This design comes from an exercise in tuning for small area, a short achievable clock period and few clock cycles per item on the open sky130 flow, not from production work. Where RTL was checked, it was by simulation tests only, not by an equivalence proof against the original. Function not checked in run 2: the RTL went through the layout flow alone.

### flow/run.sh
#!/bin/bash
# synth_recipe.tcl (not shown) runs the flow's synth.tcl, then flattens the netlist and writes it again
# the make line also repeats each setting of config.mk as NAME=value (left out here)
make -C /OpenROAD-flow-scripts/flow DESIGN_CONFIG=/design/flow/config.mk WORK_HOME=/design/flow/orfs CLKGATE_MAP_FILE= SYNTH_SCRIPT=/design/flow/synth_recipe.tcl finish
### flow/config.mk
export PLATFORM = sky130hd
export DESIGN_NAME = hsw_split
export DESIGN_NICKNAME = hsw_split
export VERILOG_FILES = /design/flow/design.v
export SDC_FILE = /design/flow/constraint.sdc
export NUM_CORES = 4
export LEC_CHECK = 0
export CAP_MARGIN = 20
export CORE_MARGIN = 2
export CORE_UTILIZATION = 40
export SLEW_MARGIN = 20
### flow/constraint.sdc
create_clock -name core_clock -period 10.0 [get_ports {clk}]
set_input_delay 2.0000 -clock core_clock [delete_from_list [all_inputs] [get_ports {clk}]]
set_output_delay 2.0000 -clock core_clock [all_outputs]
set_load 0.01 [all_outputs]
### flow/design.v
module hsw_split (
    input  wire         clk,
    input  wire         rst,         
    input  wire         start,
    input  wire [15:0]  len,         
    output wire         busy,
    input  wire         in_valid,
    input  wire [31:0]  in_data,
    output wire         in_ready,
    output reg          done,
    output wire [255:0] pen,
    output wire [255:0] init,
    output wire [31:0]  mw,
    output wire [255:0] digest
);
    reg         running;
    reg         pre;         
    reg [5:0]   rnd;         
    reg [10:0]  bleft;       
    reg [13:0]  wcnt;        
    reg         tail;        
    reg [15:0]  msg_len;
    reg [31:0]  H [0:7];     
    reg [31:0]  V [0:7];     
    reg [31:0]  w [0:15];    
    reg [31:0]  pa;          
    reg [31:0]  pe;          
    integer i;
    function [31:0] rotr(input [31:0] x, input integer n);
        rotr = (x >> n) | (x << (32 - n));
    endfunction
    function [31:0] bsig0(input [31:0] x);
        bsig0 = rotr(x, 2) ^ rotr(x, 13) ^ rotr(x, 22);
    endfunction
    function [31:0] bsig1(input [31:0] x);
        bsig1 = rotr(x, 6) ^ rotr(x, 11) ^ rotr(x, 25);
    endfunction
    function [31:0] ssig0(input [31:0] x);
        ssig0 = rotr(x, 7) ^ rotr(x, 18) ^ (x >> 3);
    endfunction
    function [31:0] ssig1(input [31:0] x);
        ssig1 = rotr(x, 17) ^ rotr(x, 19) ^ (x >> 10);
    endfunction
    localparam [2047:0] KTAB = {
        32'hc67178f2, 32'hbef9a3f7, 32'ha4506ceb, 32'h90befffa,    
        32'h8cc70208, 32'h84c87814, 32'h78a5636f, 32'h748f82ee,    
        32'h682e6ff3, 32'h5b9cca4f, 32'h4ed8aa4a, 32'h391c0cb3,    
        32'h34b0bcb5, 32'h2748774c, 32'h1e376c08, 32'h19a4c116,    
        32'h106aa070, 32'hf40e3585, 32'hd6990624, 32'hd192e819,    
        32'hc76c51a3, 32'hc24b8b70, 32'ha81a664b, 32'ha2bfe8a1,    
        32'h92722c85, 32'h81c2c92e, 32'h766a0abb, 32'h650a7354,    
        32'h53380d13, 32'h4d2c6dfc, 32'h2e1b2138, 32'h27b70a85,    
        32'h14292967, 32'h06ca6351, 32'hd5a79147, 32'hc6e00bf3,    
        32'hbf597fc7, 32'hb00327c8, 32'ha831c66d, 32'h983e5152,    
        32'h76f988da, 32'h5cb0a9dc, 32'h4a7484aa, 32'h2de92c6f,    
        32'h240ca1cc, 32'h0fc19dc6, 32'hefbe4786, 32'he49b69c1,    
        32'hc19bf174, 32'h9bdc06a7, 32'h80deb1fe, 32'h72be5d74,    
        32'h550c7dc3, 32'h243185be, 32'h12835b01, 32'hd807aa98,    
        32'hab1c5ed5, 32'h923f82a4, 32'h59f111f1, 32'h3956c25b,    
        32'he9b5dba5, 32'hb5c0fbcf, 32'h71374491, 32'h428a2f98    
    };
    localparam [31:0] IV0 = 32'h6a09e667, IV1 = 32'hbb67ae85,
                      IV2 = 32'h3c6ef372, IV3 = 32'ha54ff53a,
                      IV4 = 32'h510e527f, IV5 = 32'h9b05688c,
                      IV6 = 32'h1f83d9ab, IV7 = 32'h5be0cd19;
    localparam [31:0] PA0 = 32'h2b1ec7e9, PE0 = 32'h53e151a4;
    wire is_last  = (bleft == 11'd0);
    wire r62      = (rnd == 6'd62);
    wire r63      = (rnd == 6'd63);
    wire loading  = running & ((r62 | r63) ? (pre | ~is_last) : (rnd <= 6'd13));
    wire lenword  = is_last & (rnd == 6'd12 || rnd == 6'd13);
    wire partial  = (wcnt == 14'd0) & ~tail;
    wire need_in  = loading & ((wcnt != 14'd0) | (partial & (msg_len[1:0] != 2'd0)));
    wire stall    = need_in & ~in_valid;
    wire adv      = running & ~stall;
    wire fold     = r63 & ~pre;             
    wire finish   = fold & is_last;
    wire start_ok = start & ~running;
    wire [16:0] len_p8 = {1'b0, len} + 17'd8;
    assign busy     = running;
    assign in_ready = need_in;
    reg [31:0] pad_word;
    always @(*) begin : padding
        integer k;
        pad_word = 32'd0;
        if (lenword) begin
            if (rnd[0])
                pad_word = {13'd0, msg_len, 3'd0};
        end else if (wcnt != 14'd0) begin
            pad_word = in_data;
        end else if (!tail) begin
            for (k = 0; k < 4; k = k + 1) begin
                if (k < msg_len[1:0])
                    pad_word[31-8*k -: 8] = in_data[31-8*k -: 8];
                else if (k == msg_len[1:0])
                    pad_word[31-8*k -: 8] = 8'h80;
            end
        end
    end
    wire [31:0] a = V[0], b = V[1], c = V[2], d = V[3];
    wire [31:0] e = V[4], f = V[5], g = V[6], h = V[7];
    wire [31:0] a_new = pa + bsig1(e) + ((e & f) ^ (~e & g))
                      + bsig0(a) + ((a & b) ^ (a & c) ^ (b & c));
    wire [31:0] e_new = pe + bsig1(e) + ((e & f) ^ (~e & g));
    wire [31:0] Hg [0:7];
    genvar gi;
    generate
        for (gi = 0; gi < 8; gi = gi + 1) begin : g_hg
            assign Hg[gi] = fold ? H[gi] : 32'd0;
        end
    endgenerate
    reg [31:0] nV [0:7];
    always @(*) begin
        nV[0] = a_new;
        nV[1] = a + Hg[1];
        nV[2] = b + Hg[2];
        nV[3] = c + Hg[3];
        nV[4] = e_new;
        nV[5] = e + Hg[5];
        nV[6] = f + Hg[6];
        nV[7] = g + Hg[7];
    end
    wire [31:0] w_calc = ssig1(w[14]) + w[9] + ssig0(w[1]) + w[0];
    wire        sched  = (rnd >= 6'd14) && (rnd <= 6'd61);
    wire [31:0] w_in   = sched ? w_calc : pad_word;
    wire [5:0]  rnx  = rnd + 6'd1;
    wire [31:0] kx   = KTAB[32*rnx +: 32];
    wire [31:0] xa   = (fold ? H[7] : 32'd0) | ((r62 & ~pre) ? H[0] : 32'd0);
    wire [31:0] xe1  = (fold ? H[3] : 32'd0) | ((r62 & ~pre) ? H[4] : 32'd0);
    wire [31:0] xe2  = fold ? H[7] : 32'd0;
    wire [31:0] pa_n = g + kx + w[15] + xa;
    wire [31:0] pe_n = c + g + kx + w[15] + xe1 + xe2;
    wire step = adv & ~(pre & r62);      
    always @(posedge clk) begin
        if (rst) begin
            running <= 1'b0;
            done    <= 1'b0;
        end else if (start_ok) begin
            running <= 1'b1;
            done    <= 1'b0;
            pre     <= 1'b1;
            rnd     <= 6'd62;
            msg_len <= len;
            wcnt    <= len[15:2];
            tail    <= 1'b0;
            bleft   <= len_p8[16:6];
            V[0] <= IV1; V[1] <= IV2; V[2] <= IV3; V[3] <= 32'd0;
            V[4] <= IV5; V[5] <= IV6; V[6] <= IV7; V[7] <= 32'd0;
            pa   <= PA0;
            pe   <= PE0;
        end else if (adv) begin
            rnd <= rnd + 6'd1;
            if (r63)
                pre <= 1'b0;
            if (loading && !lenword) begin
                if (wcnt != 14'd0)
                    wcnt <= wcnt - 14'd1;
                else
                    tail <= 1'b1;
            end
            if (step && !finish) begin
                for (i = 0; i < 8; i = i + 1)
                    V[i] <= nV[i];
                pa <= pa_n;
                pe <= pe_n;
            end
            if (r63)
                for (i = 0; i < 8; i = i + 1)
                    H[i] <= nV[i];
            if (fold && !is_last)
                bleft <= bleft - 11'd1;
            if (finish) begin
                for (i = 0; i < 8; i = i + 1)
                    w[i] <= H[i];
                running <= 1'b0;
                done    <= 1'b1;
            end else begin
                for (i = 0; i < 15; i = i + 1)
                    w[i] <= w[i+1];
                w[15] <= w_in;
            end
        end
    end
    assign pen    = {V[0], V[1], V[2], V[3], V[4], V[5], V[6], V[7]};
    assign digest = {H[0], H[1], H[2], H[3], H[4], H[5], H[6], H[7]};
    assign init   = {w[0], w[1], w[2], w[3], w[4], w[5], w[6], w[7]};
    assign mw     = w[14];
endmodule
==> notes.md, run 1 <==
Logic synthesis
By area the synthesized netlist is led by edfxtp_1 (46%), fa_1 (9.6%), ha_1 (6.4%). In the synthesized netlist, the cells that appear most often are edfxtp_1 (1137), inv_1 (491), xnor2_1 (451), a21oi_1 (390), ha_1 (378). The leading register cell type out of synthesis is edfxtp_1. After synthesis, the netlist uses 86 different library cells. The share of the synthesized area in the top cell type is 46.0%.

The most instantiated library cell after synthesis is edfxtp_1. The share of flip-flops with an asynchronous set or reset is 0%. After synthesis, the mean cell area works out to 11.6 um^2.

The number of synthesized flops with an enable pin is 1137. The post-synth net total is 7207. After technology mapping, the gate count stands at 6422. The mapped netlist covers 74300 um^2. The yosys synthesis warning count is 5. The sequential-to-total area share from yosys stat is 46.0%. Synthesis inferred 1139 register bits. The post-synthesis cell type with the largest combined area is edfxtp_1.

Cells and area
Cells with a size suffix above 1 make up 11.4% of the layout. At the end of the flow, the number of nets in the layout was 8222. The finished layout holds 10000 standard cells, fillers aside. Fill cells in the final layout number 16700.

From synthesis to final layout, the design area changed by 23.3%.

Clock network
The number of hold buffers added after cts is 0. The clock tree synthesis step divided the H-tree into 4 levels. The number of buffers added for setup after CTS is 0.

The later pin in the worst-skew pair is clocked with a latency of 0.86 ns. The total number of clock tree sinks is 1139. Post-CTS repair changed the size of 0 cells. The TritonCTS clock tree is yes. After clock tree synthesis, the clock-pin slew on the worst setup and hold paths is 0.06 ns.

The root buffer cell chosen for the clock tree is clkbuf_16. The CTS buffer count is 137. No sink is reached through more buffers than the 3 on the longest clock path.

Worst hold path
The terminating pin of the worst hold path is w[12][0]. The tightest min-delay check is of the register to register type. The worst hold path passes through 0 cells. The launch point of the worst hold path is w[13][0].

Critical path
The biggest cell delay along the critical path is 0.80 ns. The worst setup path is launched from a register. The arrival time reported for the critical path endpoint is 8.61 ns. The data required time at the worst endpoint is 10.55 ns.

The critical path start-end classification is register to register. The reg-to-reg critical path endpoint is pe[30]. By instance count, the cell type seen most on the critical path is fa_1. STA classifies the critical path endpoint as a register. The cell at the slowest stage of the critical path is ha_1.

In this run the worst path has a maximum fanout of 13. The worst flop-to-flop path startpoint is rnd[1]. Measured in cells, the most critical reg-to-reg path has a length of 28. The register-to-register setup slack is 1.94 ns. The source of the critical timing path is rnd[1].

Route
The detail-routed via count per cell is 5.86. Before antenna repair, the detailed router went through 7 iterations. Detailed routing placed a total of 30300 um of wire on met3. For this run, design rule violations remaining after detail routing come to 0. After the first detailed-routing iteration, the DRC count stood at 6727. The total length of routed met2 wires is 153000 um. The top layer used by detailed routing is met5.

The sum of routed wire segments on met1 is 143000 um. Dividing the detail-routed wire length by the instance count gives 34.7 um. The via count is 58700. The number of nets with antenna violations after routing is 0.

After detailed routing, the total wire length is 348000 um.

Floorplanning
The number of I/O pins is 855. The floorplan die width is 435 um. In this run the core area contains 158 standard-cell rows. The die span in y is 435 um. The total die area is 189000 um^2. After floorplanning, the core was sized to cover 185000 um^2.

The starting utilization of the core area is 40.2%.

Timing
Setup repair after global routing left no endpoint under its margin. The setup clock skew after layout is 0.0540 ns. The worst path needs 8.06 ns of the cycle, external delays included.

In the final timing run, aggregate negative setup slack is 0 ns. Headroom to the max-slew limit came out at 16.1%. The max-slew violation total from the final report is 0. The actual slew at the worst max-slew pin is 1.24 ns. The final number of hold-violating endpoints is 0.

The period utilization is 80.6%. The timing-limited maximum frequency is 0.124 GHz. Setup violations remaining at the end of the flow were counted as 0.

Status
The flow ran to the end and the layout has no timing, DRC or antenna violations.

GRT
The largest net degree at the start of global routing is 157. The overall fraction of global-route tracks in use is 36.1%. The wire length of the first global-routing pass is 473000 um. The number of antenna violations at the first check in global routing is 37. The number of global-route vias before repair is 56900.

The global-route congestion overflow total is 0.

Placed design
The number of placed cells counting well taps is 9777. The placed wire-length estimate after detailed placement is 276000 um. Routability-driven placement finished with a final weighted congestion of 1.03. Buffers placed on the I/O ports in this run total 854.

Run
Max-cap violations in this run came to 0.
flip-flops by register name, indices dropped and copies added, names as in the netlist:
register	flops
w	512
H	256
V	256
pa	32
pe	32
msg_len	16
wcnt	14
bleft	11
rnd	6
done	1
pre	1
running	1
tail	1
critical path: cells and delay by family, from the launching register on:
kind	cells	cell delay (ns)
buffers and inverters	7	1.24
AND/OR/NAND/NOR	5	0.68
flip-flops	1	0.59
AO/OA/AOI/OAI	10	2.32
adder cells (fa/ha/maj)	5	2.76
XOR/XNOR	1	0.14
routing by layer:
metal / vias up / GRT usage [%]
met2: 3155 / 54.6
met4: 8 / 18.9
met1: 29900 / 48.7
met3: 602 / 7.46
li1: 25000 / -
met5: - / 0
metrics by stage:
stage / cell area (um^2) / hold slack [ns] / utilization [%] / setup slack, ns
after floorplan: 74400 / 0.400 / - / -1.14
after global placement: 87200 / 0.402 / 47.1 / 2.26
after detailed placement: 87200 / 0.405 / 47.1 / 2.18
after CTS: 91600 / 0.399 / 49.5 / 2.10
after global routing: 91600 / 0.410 / 49.5 / 1.54
final: 91600 / 0.396 / 49.5 / 1.94
kinds of logic after synthesis:
group / after synthesis / synth area share, %
simple gates: 1469 / 10.0
xor+xnor: 614 / 7.24
mux: 300 / 4.56
fa+ha+maj: 735 / 16.0
buf+inv: 715 / 3.76
flops: 1139 / 46.0
compound gates: 1450 / 12.5
final cells by class:
type	instances	area (um^2)	share of cell area, %
Antenna cell	6	15.0	0.0164
Multi-Input combinational cell	4568	37500	41.0
Sequential cell	1139	34200	37.3
Clock inverter	76	811	0.885
Inverter	492	1860	2.03
Tap cell	2480	3100	3.39
Timing Repair Buffer	1099	10600	11.6
Clock buffer	168	3540	3.87
how the worst max path moves through the flow:
stage | slack (ns) | to
floorplan | -1.14 | w[10][0]
CTS | 2.10 | pe[30]
finish | 1.94 | pe[30]
detailed placement | 2.18 | pe[30]
global route | 1.54 | pe[30]
global placement | 2.26 | pe[30]
cell usage in the layout, fill, tap and decap left out, types with 15 or more instances in the layout:
| cell | synthesis | final |
|---|---|---|
| buf_12 | 0 | 15 |
| o31ai_1 | 21 | 20 |
| nand2_1 | 355 | 355 |
| fa_1 | 355 | 355 |
| mux2_2 | 272 | 272 |
| clkbuf_16 | 0 | 137 |
| a31o_2 | 15 | 15 |
| clkinv_1 | 1 | 28 |
| xor2_1 | 163 | 160 |
| xnor2_1 | 451 | 448 |
| o21a_1 | 66 | 66 |
| edfxtp_1 | 1137 | 1137 |
| mux2i_1 | 17 | 17 |
| buf_4 | 1 | 229 |
| nand3_1 | 65 | 65 |
| ha_1 | 378 | 375 |
| nand4_1 | 22 | 22 |
| and2_1 | 337 | 337 |
| nor2_1 | 301 | 299 |
| nor3_1 | 79 | 77 |
| o311ai_0 | 20 | 18 |
| o21ai_0 | 333 | 332 |
| a221oi_1 | 21 | 21 |
| clkdlybuf4s50_1 | 0 | 854 |
| a21o_1 | 232 | 232 |
| inv_1 | 491 | 489 |
| nand2b_1 | 66 | 65 |
| a31oi_1 | 66 | 66 |
| or3_1 | 17 | 16 |
| or2_2 | 95 | 95 |
| a211oi_1 | 42 | 42 |
| nor2b_1 | 52 | 52 |
| a21oi_1 | 390 | 389 |
| o21bai_1 | 47 | 47 |
| and3_1 | 33 | 33 |
| o211ai_1 | 28 | 28 |
| clkbuf_1 | 179 | 31 |
| o22ai_1 | 16 | 16 |
| clkinv_2 | 0 | 18 |
Testbench counts, summed over its fixed seeds: cycles 334,976, blocks 5,219.
==> inputs of run 2 (changes only) <==
--- a/flow/design.v
+++ b/flow/design.v
@@ -20,6 +20,7 @@
     reg [13:0]  wcnt;        
     reg         tail;        
     reg [15:0]  msg_len;
+    reg         f62, f63;    
     reg [31:0]  H [0:7];     
     reg [31:0]  V [0:7];     
     reg [31:0]  w [0:15];    
@@ -59,6 +60,7 @@
         32'hab1c5ed5, 32'h923f82a4, 32'h59f111f1, 32'h3956c25b,    
         32'he9b5dba5, 32'hb5c0fbcf, 32'h71374491, 32'h428a2f98    
     };
+    localparam [2047:0] KROT = {KTAB[31:0], KTAB[2047:32]};
     localparam [31:0] IV0 = 32'h6a09e667, IV1 = 32'hbb67ae85,
                       IV2 = 32'h3c6ef372, IV3 = 32'ha54ff53a,
                       IV4 = 32'h510e527f, IV5 = 32'h9b05688c,
@@ -73,7 +75,7 @@
     wire need_in  = loading & ((wcnt != 14'd0) | (partial & (msg_len[1:0] != 2'd0)));
     wire stall    = need_in & ~in_valid;
     wire adv      = running & ~stall;
-    wire fold     = r63 & ~pre;             
+    wire fold     = f63;                    
     wire finish   = fold & is_last;
     wire start_ok = start & ~running;
     wire [16:0] len_p8 = {1'b0, len} + 17'd8;
@@ -123,10 +125,9 @@
     wire [31:0] w_calc = ssig1(w[14]) + w[9] + ssig0(w[1]) + w[0];
     wire        sched  = (rnd >= 6'd14) && (rnd <= 6'd61);
     wire [31:0] w_in   = sched ? w_calc : pad_word;
-    wire [5:0]  rnx  = rnd + 6'd1;
-    wire [31:0] kx   = KTAB[32*rnx +: 32];
-    wire [31:0] xa   = (fold ? H[7] : 32'd0) | ((r62 & ~pre) ? H[0] : 32'd0);
-    wire [31:0] xe1  = (fold ? H[3] : 32'd0) | ((r62 & ~pre) ? H[4] : 32'd0);
+    wire [31:0] kx   = KROT[32*rnd +: 32];
+    wire [31:0] xa   = (fold ? H[7] : 32'd0) | (f62 ? H[0] : 32'd0);
+    wire [31:0] xe1  = (fold ? H[3] : 32'd0) | (f62 ? H[4] : 32'd0);
     wire [31:0] xe2  = fold ? H[7] : 32'd0;
     wire [31:0] pa_n = g + kx + w[15] + xa;
     wire [31:0] pe_n = c + g + kx + w[15] + xe1 + xe2;
@@ -139,6 +140,8 @@
             running <= 1'b1;
             done    <= 1'b0;
             pre     <= 1'b1;
+            f62     <= 1'b0;
+            f63     <= 1'b0;
             rnd     <= 6'd62;
             msg_len <= len;
             wcnt    <= len[15:2];
@@ -150,6 +153,8 @@
             pe   <= PE0;
         end else if (adv) begin
             rnd <= rnd + 6'd1;
+            f62 <= (rnd == 6'd61);
+            f63 <= f62;
             if (r63)
                 pre <= 1'b0;
             if (loading && !lenword) begin
--- a/flow/config.mk
+++ b/flow/config.mk
@@ -5,7 +5,9 @@
 export SDC_FILE = /design/flow/constraint.sdc
 export NUM_CORES = 4
 export LEC_CHECK = 0
+export ABC_CLOCK_PERIOD_IN_PS = 4000
 export CAP_MARGIN = 20
 export CORE_MARGIN = 2
 export CORE_UTILIZATION = 40
+export SETUP_SLACK_MARGIN = 5
 export SLEW_MARGIN = 20
==> run 2 against run 1 <==
Compared with the run above: design area increased by 3.4%; cell count increased by 0.22%; highest routed layer unchanged; register-to-register slack improved by 1.9 ns; setup slack improved by 1.9 ns.
==> notes.md, run 2 <==
Cells and area
The most flop-heavy register is w. In the final design database the tool counted 8233 nets. The layout cell share with drive strength beyond 1 is 17.3%. Summing all non-filler instances in the final layout gives an area of 94700 um^2. The area growth from synthesis to layout is 28.4%.

The most common cell after layout, fill and taps aside is edfxtp_1. The largest registers in the layout are w (512), H (256), V (256). In the layout the commonest cells are edfxtp_1 (1139), clkdlybuf4s50_1 (852), inv_1 (506). The layout has 16400 filler cells. The final design utilization is 51.8%. The number of flip-flops under the largest register name is 512.

Logic synthesis
Yosys attributes the largest share of cell area to edfxtp_1 (46%), fa_1 (9.9%), ha_1 (6.3%). The post-synthesis cell type with the largest combined area is edfxtp_1. The sequential-to-total area share from yosys stat is 46.4%.

The share of the synthesized area in the top cell type is 46.4%. A synthesized cell averages 11.7 um^2. The yosys synthesis warning count is 5. By count the netlist is led by edfxtp_1 (1139), inv_1 (515), xnor2_1 (451), ha_1 (374), a21oi_1 (368). The synthesized netlist occupies a cell area of 73800 um^2.

The number of instances in the synthesized netlist is 6295. The count of distinct cell types in the synthesized netlist is 104. The number of synthesized flops with an enable pin is 1139. The share of flip-flops with an asynchronous set or reset is 0%. The synthesized flop and latch total is 1141. The most instantiated library cell after synthesis is edfxtp_1. The post-synth net total is 7084. The leading register cell type out of synthesis is edfxtp_1.

Timing
At the pin with the least slew margin, the transition time is 1.34 ns. Setup repair after global routing could not meet its margin everywhere. The setup slack of the critical path after layout is 3.89 ns. Static timing analysis puts the maximum clock frequency at 0.164 GHz. The headroom to the max-slew limit is 10.9%. Setup violations remaining at the end of the flow were counted as 0. The final number of hold-violating endpoints was 0.

The clock arrives with 0.0401 ns of skew. The period utilization is 61.1%. The max-slew violation total from the final report is 0. For the finished layout, the period the worst path requires is 6.11 ns.

Clock network
The clock latency reported for the late side of the worst-skew pair is 0.82 ns. Clock-pin slew was measured on the worst setup and hold paths at 0.07 ns. The root buffer cell is clkbuf_16. For this design, the sink count on the clock tree is 1141. In this run the number of H-tree levels came out at 4. The longest clock path from root to sink contains 3 buffers. In this run, CTS created clock tree buffers numbering 135. TritonCTS built the clock tree.

Placed design
The placed wire-length estimate after detailed placement is 266000 um. The final estimated routing congestion in global placement is 1.02. Buffers placed on the I/O ports in this run total 854.

The placement-stage cell area is 85400 um^2. Before CTS, the worst setup slack after placement is 2.23 ns.

GRT
Entering global routing, the biggest net connects 134 pins. The number of antenna violations at the first check in global routing is 31. Global routing consumed, over all layers together, 35.5% of the routing resources.

The number of global-route vias before repair is 55600. The first global-routing pass estimated 457000 um of wire. After global routing the overflow that remains totals 0.

Critical path
The capturing element type of the critical path is a register. At the worst endpoint, the required time is 10.66 ns. The critical path start-end classification is register to register. Among all stages on the critical path, the largest delay is contributed by o21ai_0. The signal on the critical path passes through buf_6 -> clkinvlp_4 -> ha_4 -> buf_4 -> nor2_4 -> nand2_4 -> nand2_1 -> o21ai_0 -> mux2i_1 -> nand2_1 -> o21ai_0 -> inv_1 -> fa_1 -> inv_1 -> fa_1 -> fa_1 -> inv_1 -> ha_1 -> o31ai_1 -> a211oi_2 -> o31a_1 -> or3_1 -> a21oi_2. The largest single stage delay on the critical path is 0.76 ns. In this run the worst path has a maximum fanout of 8. At the worst endpoint, the arrival time is 6.77 ns. The type of origin of the critical path is a register.

Floorplanning
The starting utilization of the core area is 40.3%. The die span in y is 433 um. The total die area is 188000 um^2. The area of the core is 183000 um^2. The row count is 157. The die is 433 um wide. In this run the count of I/O pins placed on the die edge is 855.

Route
The DRC violation count after routing is 0. The routed design has 341000 um of wire. The via count is 58200. The detail-routed via count per cell is 5.79. The number of nets with antenna violations after routing is 0. The first TritonRoute pass finished after 5 iterations.

The starting DRC count in detailed routing is 6775. The wire length per cell after detailed routing is 33.9 um.

Worst hold path
The path class of the tightest hold or removal check is register to register.

Status
The run finished with no timing, DRC or antenna violations.

Run
Across the run, the number of max-cap violations was 0.
-- run 2: path summary, 6_finish.rpt --
kind / startpoint / end / slack, ns / cells after the start
max: rnd[0] / pe[31] / 3.89 / 23
min: w[11][31] / w[10][31] / 0.41 / 0
max reg2reg: rnd[0] / pe[31] / 3.89 / 23
min reg2reg: w[11][31] / w[10][31] / 0.41 / 0
-- run 2: cell type report --
class / instances / area, um^2 / share of cell area [%]
inverter: 517 / 1970 / 2.08
multi-input combinational: 4452 / 39300 / 41.5
timing repair buffer: 1197 / 11700 / 12.4
antenna: 37 / 92.6 / 0.0977
clock buffer: 169 / 3590 / 3.79
tap: 2464 / 3080 / 3.25
clock inverter: 73 / 772 / 0.815
sequential: 1141 / 34200 / 36.1
-- run 2: critical path, delay by kind of cell (launching register included) --
kind,cells,cell delay [ns]
fa+ha+maj,5,2.00
buf+inv,6,0.69
flops,1,0.41
simple gates,5,0.73
compound gates,6,1.95
mux,1,0.15
-- run 2: cells by family after synthesis --
| kind of cell | after synthesis | share of synthesized area (%) |
|---|---|---|
| and+or+nand+nor | 1470 | 10.2 |
| muxes | 312 | 4.77 |
| DFF | 1141 | 46.4 |
| AOI/OAI and AO/OA | 1332 | 11.7 |
| xor gates and xnor gates | 593 | 7.04 |
| adders and majority gates | 739 | 16.2 |
| buffers and inverters | 708 | 3.62 |
-- run 2: repair_timing --
action,4_1_cts,5_1_grt
gates resized for setup,340,202
hold buffers,0,0
pin swaps,117,118
setup buffers,209,62
cloned,7,2
endpoints found under the setup margin,1293,264
-- run 2: metal layers --
layer / part of all wire (%) / vias up / global-route usage [%] / wire, um
met5: 0.0023 / - / 0 / 8
met4: 7.8 / 2 / 23.4 / 26500
met3: 8.2 / 624 / 6.53 / 27900
met2: 45 / 3055 / 54.3 / 153000
met1: 39 / 29700 / 46.1 / 133000
li1: - / 24900 / - / -
-- run 2: stage by stage --
stage               setup TNS, ns  cells  hold WS (ns)
floorplan                -1212.21   6295         0.400
global placement                0   9489         0.400
detailed placement              0   9490         0.405
CTS                             0   9948         0.404
global route                    0  10000         0.417
finish                          0  10100         0.414

-- separate check: timing with driven ports --
In the flow no input, the clock included, has a driving cell. The finished layouts below were timed again as built, in two steps.
Step 1 (the two cells are an assumption about what drives the block):
set clk [get_ports {clk}]
set_driving_cell -lib_cell sky130_fd_sc_hd__clkbuf_16 $clk
set_driving_cell -lib_cell sky130_fd_sc_hd__buf_2 [delete_from_list [all_inputs] $clk]
Step 2 moves the port delays by t, midway between the first and last clock arrival at a register: inputs arrive t later, outputs are due t later. That takes back most of the time a late clock gives input paths.
Three values: ideal ports, drivers, drivers and shift; two values: the first two.
run | shift t [ns] | slack for setup (ns) | worst setup path at the end
run 1 | 0.936 | 1.945 / 1.945 / 1.945 | register to register
run 2 | 0.895 | 3.889 / 3.889 / 3.889 | register to register
After both steps every run listed still meets setup and hold.
